Background: an optimization exercise with open tools, aiming at small area. Do not read the settings as production practice.
Only simulation tests tie the RTL to the original design; equivalence was not proved.
No activity file was given, so power comes from the tool's default toggle rates.

==> design/flow/design.v <==
module tclir_engine #(
    parameter NBITS  = 24,
    parameter FRAMES = 2,
    parameter B      = 16,    
    parameter BW     = 8,     
    parameter H      = 1,     
    parameter L0     = 1,     
    parameter L1     = 3,     
    parameter E      = 71,    
    parameter CNT_W  = 7,
    parameter [7:0] FX_MAGIC1       = 8'h53,
    parameter [7:0] FX_MAGIC2       = 8'h62,
    parameter [7:0] CT_BEGIN_BYTE   = 8'h53,
    parameter [7:0] CT_CONFIRM_BYTE = 8'h62,
    parameter [7:0] CT_END_BYTE     = 8'h63
) (
    input  wire        clk,
    input  wire        rst,
    input  wire        cmd_valid,
    input  wire [31:0] cmd,
    output wire        ir_out,
    output wire        enc_idle,
    output reg         resp_valid,
    output reg  [3:0]  resp_op,
    output reg         resp_level_valid,
    output reg         resp_level,
    output reg         resp_value_valid,
    output reg  [31:0] resp_value,
    output reg         resp_framing_error,
    output reg         resp_illegal
);
    localparam [3:0] OP_NOP     = 4'h0;
    localparam [3:0] OP_ENC_SET = 4'h1;
    localparam [3:0] OP_TICK    = 4'h2;
    localparam [3:0] OP_FIX_RX  = 4'h3;
    localparam [3:0] OP_CONT_RX = 4'h4;
    wire [3:0] op   = cmd[31:28];
    wire [7:0] byte_in = cmd[7:0];
    reg is_nop, is_set, is_tick, is_fx, is_ct, is_illegal;
    always @(*) begin
        is_nop  = 1'b0;
        is_set  = 1'b0;
        is_tick = 1'b0;
        is_fx   = 1'b0;
        is_ct   = 1'b0;
        case (op)
            OP_NOP:     is_nop  = (cmd[27:0] == 28'd0);
            OP_ENC_SET: is_set  = (cmd[27:NBITS] == 0);
            OP_TICK:    is_tick = (cmd[27:0] == 28'd0);
            OP_FIX_RX:  is_fx   = (cmd[27:8] == 20'd0);
            OP_CONT_RX: is_ct   = (cmd[27:8] == 20'd0);
            default: ;
        endcase
        is_illegal = !(is_nop || is_set || is_tick || is_fx || is_ct);
    end
    wire do_set  = cmd_valid && is_set;
    wire do_tick = cmd_valid && is_tick;
    wire do_fx   = cmd_valid && is_fx;
    wire do_ct   = cmd_valid && is_ct;
    wire        enc_emit;
    wire        enc_level;
    wire        fx_emit;
    wire [31:0] fx_value;
    wire        fx_err;
    wire        ct_emit;
    wire [31:0] ct_value;
    wire        ct_err;
    tclir_encoder #(
        .NBITS(NBITS), .FRAMES(FRAMES), .B(B), .BW(BW), .H(H),
        .L0(L0), .L1(L1), .E(E), .CNT_W(CNT_W)
    ) u_enc (
        .clk      (clk),
        .rst      (rst),
        .do_set   (do_set),
        .do_tick  (do_tick),
        .payload  (cmd[NBITS-1:0]),
        .emit     (enc_emit),
        .level    (enc_level),
        .ir_out   (ir_out),
        .idle     (enc_idle)
    );
    tclir_fix_decoder #(
        .MAGIC1(FX_MAGIC1), .MAGIC2(FX_MAGIC2)
    ) u_fx (
        .clk      (clk),
        .rst      (rst),
        .do_rx    (do_fx),
        .byte_in  (byte_in),
        .emit     (fx_emit),
        .value    (fx_value),
        .err      (fx_err)
    );
    tclir_cont_decoder #(
        .BEGIN_BYTE(CT_BEGIN_BYTE), .CONFIRM_BYTE(CT_CONFIRM_BYTE),
        .END_BYTE(CT_END_BYTE)
    ) u_ct (
        .clk      (clk),
        .rst      (rst),
        .do_rx    (do_ct),
        .byte_in  (byte_in),
        .emit     (ct_emit),
        .value    (ct_value),
        .err      (ct_err)
    );
    always @(posedge clk) begin
        if (rst || !cmd_valid) begin
            resp_valid         <= 1'b0;
            resp_op            <= 4'd0;
            resp_level_valid   <= 1'b0;
            resp_level         <= 1'b0;
            resp_value_valid   <= 1'b0;
            resp_value         <= 32'd0;
            resp_framing_error <= 1'b0;
            resp_illegal       <= 1'b0;
        end else begin
            resp_valid         <= 1'b1;
            resp_op            <= op;
            resp_level_valid   <= enc_emit;
            resp_level         <= enc_emit & enc_level;
            resp_value_valid   <= fx_emit | ct_emit;
            resp_value         <= fx_emit ? fx_value :
                                  ct_emit ? ct_value : 32'd0;
            resp_framing_error <= fx_err | ct_err;
            resp_illegal       <= is_illegal;
        end
    end
endmodule
module tclir_encoder #(
    parameter NBITS  = 24,
    parameter FRAMES = 2,
    parameter B      = 16,
    parameter BW     = 8,
    parameter H      = 1,
    parameter L0     = 1,
    parameter L1     = 3,
    parameter E      = 71,
    parameter CNT_W  = 7
) (
    input  wire             clk,
    input  wire             rst,
    input  wire             do_set,
    input  wire             do_tick,
    input  wire [NBITS-1:0] payload,
    output reg              emit,      
    output reg              level,     
    output reg              ir_out,
    output wire             idle
);
    localparam BIT_W = (NBITS > 1) ? $clog2(NBITS) : 1;
    localparam [2:0] IDLE     = 3'd0;
    localparam [2:0] PRE_MARK = 3'd1;
    localparam [2:0] PRE_GAP  = 3'd2;
    localparam [2:0] BIT_MARK = 3'd3;
    localparam [2:0] BIT_GAP  = 3'd4;
    localparam [2:0] TRL_MARK = 3'd5;
    localparam [2:0] TRL_GAP  = 3'd6;
    reg [2:0]       phase;
    reg [BIT_W-1:0] bit_idx;
    reg             frame;
    reg [CNT_W-1:0] rem;
    reg [NBITS-1:0] pay;
    reg [2:0]       n_phase;
    reg [BIT_W-1:0] n_bit;
    reg             n_frame;
    reg [CNT_W-1:0] n_rem;
    reg [NBITS-1:0] n_pay;
    reg             n_ir;
    assign idle = (phase == IDLE);
    wire [CNT_W-1:0] rem_dec = rem - 1'b1;
    wire             cur_bit = pay[NBITS-1-bit_idx];
    always @(*) begin
        n_phase = phase;
        n_bit   = bit_idx;
        n_frame = frame;
        n_rem   = rem;
        n_pay   = pay;
        n_ir    = ir_out;
        emit    = 1'b0;
        level   = 1'b0;
        if (do_set) begin
            n_pay   = payload;
            n_frame = 1'b0;
            n_bit   = {BIT_W{1'b0}};
            n_phase = PRE_MARK;
            n_rem   = B;
            n_ir    = 1'b1;
            emit    = 1'b1;
            level   = 1'b1;
        end else if (do_tick) begin
            if (phase == IDLE) begin
            end else if (phase == 3'd7) begin
                n_phase = IDLE;
                n_bit   = {BIT_W{1'b0}};
                n_frame = 1'b0;
                n_rem   = {CNT_W{1'b0}};
                n_pay   = {NBITS{1'b0}};
                n_ir    = 1'b0;
            end else if (rem_dec != 0) begin
                n_rem = rem_dec;
            end else begin
                case (phase)
                    PRE_MARK: begin
                        n_phase = PRE_GAP;
                        n_rem   = BW;
                    end
                    PRE_GAP: begin
                        n_phase = BIT_MARK;
                        n_bit   = {BIT_W{1'b0}};
                        n_rem   = H;
                    end
                    BIT_MARK: begin
                        n_phase = BIT_GAP;
                        n_rem   = cur_bit ? L1 : L0;
                    end
                    BIT_GAP: begin
                        if (bit_idx == NBITS - 1) begin
                            n_phase = TRL_MARK;
                            n_bit   = {BIT_W{1'b0}};
                        end else begin
                            n_phase = BIT_MARK;
                            n_bit   = bit_idx + 1'b1;
                        end
                        n_rem = H;
                    end
                    TRL_MARK: begin
                        n_phase = TRL_GAP;
                        n_rem   = E;
                    end
                    TRL_GAP: begin
                        if (frame + 1 < FRAMES) begin
                            n_phase = PRE_MARK;
                            n_frame = frame + 1'b1;
                            n_rem   = B;
                        end else begin
                            n_phase = IDLE;
                            n_frame = 1'b0;
                            n_rem   = {CNT_W{1'b0}};
                        end
                    end
                    default: ;
                endcase
                if (n_phase != IDLE) begin
                    n_ir  = (n_phase == PRE_MARK) || (n_phase == BIT_MARK) ||
                            (n_phase == TRL_MARK);
                    emit  = 1'b1;
                    level = n_ir;
                end else begin
                    n_ir  = 1'b0;
                end
            end
        end
    end
    always @(posedge clk) begin
        if (rst) begin
            phase   <= IDLE;
            bit_idx <= {BIT_W{1'b0}};
            frame   <= 1'b0;
            rem     <= {CNT_W{1'b0}};
            pay     <= {NBITS{1'b0}};
            ir_out  <= 1'b0;
        end else begin
            phase   <= n_phase;
            bit_idx <= n_bit;
            frame   <= n_frame;
            rem     <= n_rem;
            pay     <= n_pay;
            ir_out  <= n_ir;
        end
    end
endmodule
module tclir_fix_decoder #(
    parameter [7:0] MAGIC1 = 8'h53,
    parameter [7:0] MAGIC2 = 8'h62
) (
    input  wire        clk,
    input  wire        rst,
    input  wire        do_rx,
    input  wire [7:0]  byte_in,
    output reg         emit,
    output reg  [31:0] value,
    output reg         err
);
    localparam [2:0] FX_IDLE   = 3'd0;
    localparam [2:0] FX_SAW_M1 = 3'd1;
    localparam [2:0] FX_SAW_M2 = 3'd2;
    localparam [2:0] FX_ACC0   = 3'd3;
    localparam [2:0] FX_ACC1   = 3'd4;
    localparam [2:0] FX_ACC2   = 3'd5;
    reg [2:0]  state;
    reg [31:0] acc;
    reg [2:0]  n_state;
    reg [31:0] n_acc;
    always @(*) begin
        n_state = state;
        n_acc   = acc;
        emit    = 1'b0;
        value   = 32'd0;
        err     = 1'b0;
        if (do_rx) begin
            case (state)
                FX_IDLE: begin
                    if (byte_in == MAGIC1)
                        n_state = FX_SAW_M1;
                end
                FX_SAW_M1: begin
                    if (byte_in == MAGIC2) begin
                        n_state = FX_SAW_M2;
                    end else begin
                        n_state = FX_IDLE;
                        err     = 1'b1;
                    end
                end
                FX_SAW_M2: begin
                    n_acc   = {24'd0, byte_in};
                    n_state = FX_ACC0;
                end
                FX_ACC0: begin
                    n_acc   = acc | {16'd0, byte_in, 8'd0};
                    n_state = FX_ACC1;
                end
                FX_ACC1: begin
                    n_acc   = acc | {8'd0, byte_in, 16'd0};
                    n_state = FX_ACC2;
                end
                FX_ACC2: begin
                    n_acc   = acc | {byte_in, 24'd0};
                    n_state = FX_IDLE;
                    emit    = 1'b1;
                    value   = n_acc;
                end
                default: begin
                    n_acc   = 32'd0;
                    n_state = (byte_in == MAGIC1) ? FX_SAW_M1 : FX_IDLE;
                end
            endcase
        end
    end
    always @(posedge clk) begin
        if (rst) begin
            state <= FX_IDLE;
            acc   <= 32'd0;
        end else begin
            state <= n_state;
            acc   <= n_acc;
        end
    end
endmodule
module tclir_cont_decoder #(
    parameter [7:0] BEGIN_BYTE   = 8'h53,
    parameter [7:0] CONFIRM_BYTE = 8'h62,
    parameter [7:0] END_BYTE     = 8'h63
) (
    input  wire        clk,
    input  wire        rst,
    input  wire        do_rx,
    input  wire [7:0]  byte_in,
    output reg         emit,
    output reg  [31:0] value,
    output reg         err
);
    localparam [1:0] CT_BEGIN      = 2'd0;
    localparam [1:0] CT_MAGIC_SEEN = 2'd1;
    localparam [1:0] CT_RECEIVING  = 2'd2;
    reg [1:0]  state;
    reg [31:0] acc;
    reg [1:0]  n_state;
    reg [31:0] n_acc;
    always @(*) begin
        n_state = state;
        n_acc   = acc;
        emit    = 1'b0;
        value   = 32'd0;
        err     = 1'b0;
        if (do_rx) begin
            case (state)
                CT_BEGIN: begin
                    if (byte_in == BEGIN_BYTE)
                        n_state = CT_MAGIC_SEEN;
                    else
                        err = 1'b1;
                end
                CT_MAGIC_SEEN: begin
                    if (byte_in == CONFIRM_BYTE) begin
                        n_acc   = 32'd0;
                        n_state = CT_RECEIVING;
                    end else begin
                        n_state = CT_BEGIN;
                        err     = 1'b1;
                    end
                end
                CT_RECEIVING: begin
                    if (byte_in[7]) begin
                        n_acc = {acc[24:0], byte_in[6:0]};
                    end else if (byte_in == END_BYTE) begin
                        n_state = CT_BEGIN;
                        emit    = 1'b1;
                        value   = acc;
                    end else begin
                        n_state = CT_BEGIN;
                        err     = 1'b1;
                    end
                end
                default: begin
                    n_acc = 32'd0;
                    if (byte_in == BEGIN_BYTE)
                        n_state = CT_MAGIC_SEEN;
                    else begin
                        n_state = CT_BEGIN;
                        err     = 1'b1;
                    end
                end
            endcase
        end
    end
    always @(posedge clk) begin
        if (rst) begin
            state <= CT_BEGIN;
            acc   <= 32'd0;
        end else begin
            state <= n_state;
            acc   <= n_acc;
        end
    end
endmodule
==> design/flow/run.sh <==
#!/bin/bash
# synth_recipe.tcl (not shown) runs the flow's synth.tcl, then flattens the netlist and writes it again
# the make line also repeats each setting of config.mk as NAME=value (left out here)
make -C /OpenROAD-flow-scripts/flow DESIGN_CONFIG=/design/flow/config.mk WORK_HOME=/design/flow/orfs CLKGATE_MAP_FILE= SYNTH_SCRIPT=/design/flow/synth_recipe.tcl finish
==> design/flow/config.mk <==
export PLATFORM = sky130hd
export DESIGN_NAME = tclir_engine
export DESIGN_NICKNAME = tclir_engine
export VERILOG_FILES = /design/flow/design.v
export SDC_FILE = /design/flow/constraint.sdc
export NUM_CORES = 4
export LEC_CHECK = 0
export CAP_MARGIN = 20
export CORE_MARGIN = 2
export CORE_UTILIZATION = 40
export SLEW_MARGIN = 20
==> design/flow/constraint.sdc <==
create_clock -name core_clock -period 5.0 [get_ports {clk}]
set_input_delay 1.0000 -clock core_clock [delete_from_list [all_inputs] [get_ports {clk}]]
set_output_delay 1.0000 -clock core_clock [all_outputs]
set_load 0.01 [all_outputs]
==> run summary <==
relative slew slack=0.288; flip-flop and latch count after synthesis=152; post-CTS repair timing setup buffer count=0; Synth area leaders=dfxtp_1 (47%), a21oi_1 (7.2%), a22oi_1 (5.6%); number of hold-slack violations in the final timing report=0; count of nets left with antenna violations after detail routing=0; fin. max-slew vios=0; full die area=17300 um^2; number of buffers added on ports=78; minimum clock period=~3.8 ns; total congestion overflow after global routing=0; CTS Buf Count=17; area growth from synthesis to final layout=22.9%; most common cell after layout, fill and taps aside=dfxtp_1; post_cts resized=0; proportion of layout cells with a drive suffix above 1=0.0793; number of fill cells=1518; number of setup violations in the final report=0; Clock Sink Count=152; number of nets produced by synthesis=around 810; Worst path max stage delay=0.86 ns; prevailing post-synth register cell=dfxtp_1; PwrDens=about 320 nW/um^2; endpoint class of the critical path=flip-flop; vias after detailed routing=5859; Synth top area share=0.467; worst vdd rail ir drop=0.000241 V; max-cap violation count=0; H-tree depth=4; # hold bufs at CTS=0; net total in the final layout=just under 900; initial antenna violation count=0; startpoint-to-endpoint class of the critical path=primary input to flip-flop; first-pass GRT wire length=28.9 mm; routed length per instance=17.0 um; CTS tree=yes; DRC violations left=0; number of synthesized flops with an enable pin=0; highest attainable clock frequency=265 MHz; peak fanout along the critical path=32; Leakage=0.00257 uW; class of the most critical hold timing path=flip-flop to flip-flop; Worst Setup Start Kind=primary input; DPL Wire Length=12.0 mm; overall power consumption=2560 uW; die span in y=about 130 um; fraction of registers with async set/reset=0; ordered list of cells on the worst path=clkdlybuf4s50_1 > nor4_1 > nand4_1 > or3_1 > a2111o_1 > nand2_1 > a21oi_1; starting DRC count in detailed routing=483; setup skew after layout=0.00794 ns; Least-Margin Pin Slew=1.07 ns; Cell Rows=46; cell count after synthesis=roughly 770; effective utilization at floorplan=0.411; ANT cells=0; vias per std cell=between 5 and 6; Final Wtd Congestion=0.903; vias in the first global route=5578; summed instance area of the synthesized netlist=6520 um^2; Tot GR Track Use=0.206; run status=timing/DRC/antenna clean; Clock Tree Root=clkbuf_16; setup repair after global routing missed its margin=no; Yosys cell types=55; worst endpoint data arrival time=between 4 and 5 ns; pin count of the biggest net entering global routing=73; number of detailed-route iterations in the first pass=5; DIE WIDTH=132 um; wirelength, routed=17.8 mm; warning count from the yosys run=4; setup tns final=0 ns; area leader, netlist=dfxtp_1; share of synthesized area occupied by flip-flops and latches=0.467; slowest stage cell, crit path=a2111o_1; Longest Clk Path Bufs=2; data required time of the critical path=5.27 ns; clock-pin slew on the worst setup and hold paths=0.06 ns; core footprint=roughly 16000 um^2; Post-Synthesis Mean Instance Area=roughly 8.5 um^2; count of pins on the block boundary=79; highest-count cells in the layout ignoring fill and taps=dfxtp_1 (152), a21oi_1 (94), nor2_1 (83); clock network latency to the later pin of the worst-skew pair=0.42 ns; Final period util=0.754
[critical path: cells and delay by family]
| kind | cells | cell delay [ns] |
|---|---|---|
| AOI/OAI and AO/OA | 2 | 0.96 |
| buffers and inverters | 1 | 0.43 |
| and+or+nand+nor | 4 | 1.64 |
[power by group]
part,switching [uW],leakage [uW],internal (uW),total (uW)
registers,0.905,0.00122,1210,1210
clock network,543,0.000271,713,1260
logic,52.9,0.00107,38.4,91.3
[area by class of cell]
cell class	instances	area [um^2]	share of cell area
flip-flops and latches	152	3040	0.380
well taps	216	270	0.0337
clock inverters	13	135	0.0169
clock buffers	19	443	0.0552
inverters	24	90.1	0.0112
multi-input cells	531	3150	0.393
repair buffers	93	888	0.111
[cells by family after synthesis]
logic type / synth area share
flip-flops: 0.467
multiplexers: 0.0270
AND/OR/NAND/NOR: 0.228
adder cells (fa/ha/maj): 0.0230
XOR/XNOR: 0.00403
buffers and inverters: 0.0529
AO/OA/AOI/OAI: 0.198
[cell usage after synthesis, drive strengths merged, types with 9 or more instances]
master	count
a211oi	15
nand3	50
clkbuf	42
nand2	72
dfxtp	152
ha	12
o21ai	18
a21oi	94
inv	24
buf	16
nor4	14
nor2b	19
nor3	13
nand4	9
a22oi	49
nor2	86
[registers in the layout, summed over array words and instances (netlist names)]
signal and count:
resp_framing_error 1, resp_illegal 1, resp_level 1, resp_level_valid 1, resp_op 4, resp_valid 1
resp_value 32, resp_value_valid 1, u_ct.acc 32, u_ct.state 2, u_enc.bit_idx 5, u_enc.frame 1
u_enc.ir_out 1, u_enc.pay 24, u_enc.phase 3, u_enc.rem 7, u_fx.acc 32, u_fx.state 3
[layer usage]
| layer | vias up | GRT usage | routed length [um] |
|---|---|---|---|
| li1 | 2832 | - | - |
| met3 | 14 | 0.0451 | 947 |
| met5 | - | 0 | 0 |
| met2 | 205 | 0.344 | 8720 |
| met4 | 0 | 0.0568 | 144 |
| met1 | 2808 | 0.269 | 7960 |
[final timing paths]
path	start	endpoint	slack (ns)	depth (start not counted)
max	cmd[11]	u_ct.acc[25]	1.23	7
min	u_fx.acc[9]	u_fx.acc[9]	0.45	2
max reg2reg	u_enc.rem[0]	u_enc.rem[0]	2.25	9
min reg2reg	u_fx.acc[9]	u_fx.acc[9]	0.45	2
[through the flow]
step | hold WS [ns] | std cells | utilization | worst slack (ns) | cell area (um^2)
6_report | 0.446 | 1048 | 0.505 | 1.23 | 8020
5_1_grt | 0.463 | 1048 | 0.505 | 1.02 | 8020
4_1_cts | 0.447 | 1048 | 0.504 | 1.26 | 8010
3_5_place_dp | 0.439 | 1016 | 0.468 | 0.849 | 7430
3_3_place_gp | 0.433 | 1016 | 0.468 | 0.970 | 7430
2_1_floorplan | 0.426 | 765 | - | 2.06 | 6520

[separate check: timing with driven ports]
Ports are ideal in the flow. The routed layout listed here was re-timed in OpenROAD. Step 1: set_driving_cell puts a clkbuf_16 on clk and a buf_2 on each other input, an assumption about the parent block. Step 2 moves the port delays by t, midway between the first and last clock arrival at a register: inputs arrive t later, outputs are due t later. That takes back most of the time a late clock gives input paths. a / b / c = no drivers / after step 1 / after step 2; a / b = the first two.
shift t [ns]: 0.461
setup slack, ns: 1.228 / 1.248 / 0.787
worst setup path at the end: input to register
clock arrival spread, ns: 0.009 / 0.008
pins driven straight from the clock port: 1
After both steps setup and hold are still met in this run. For this run, drivers alone change the setup slack by +0.020 ns; drivers and shift together by -0.441 ns.
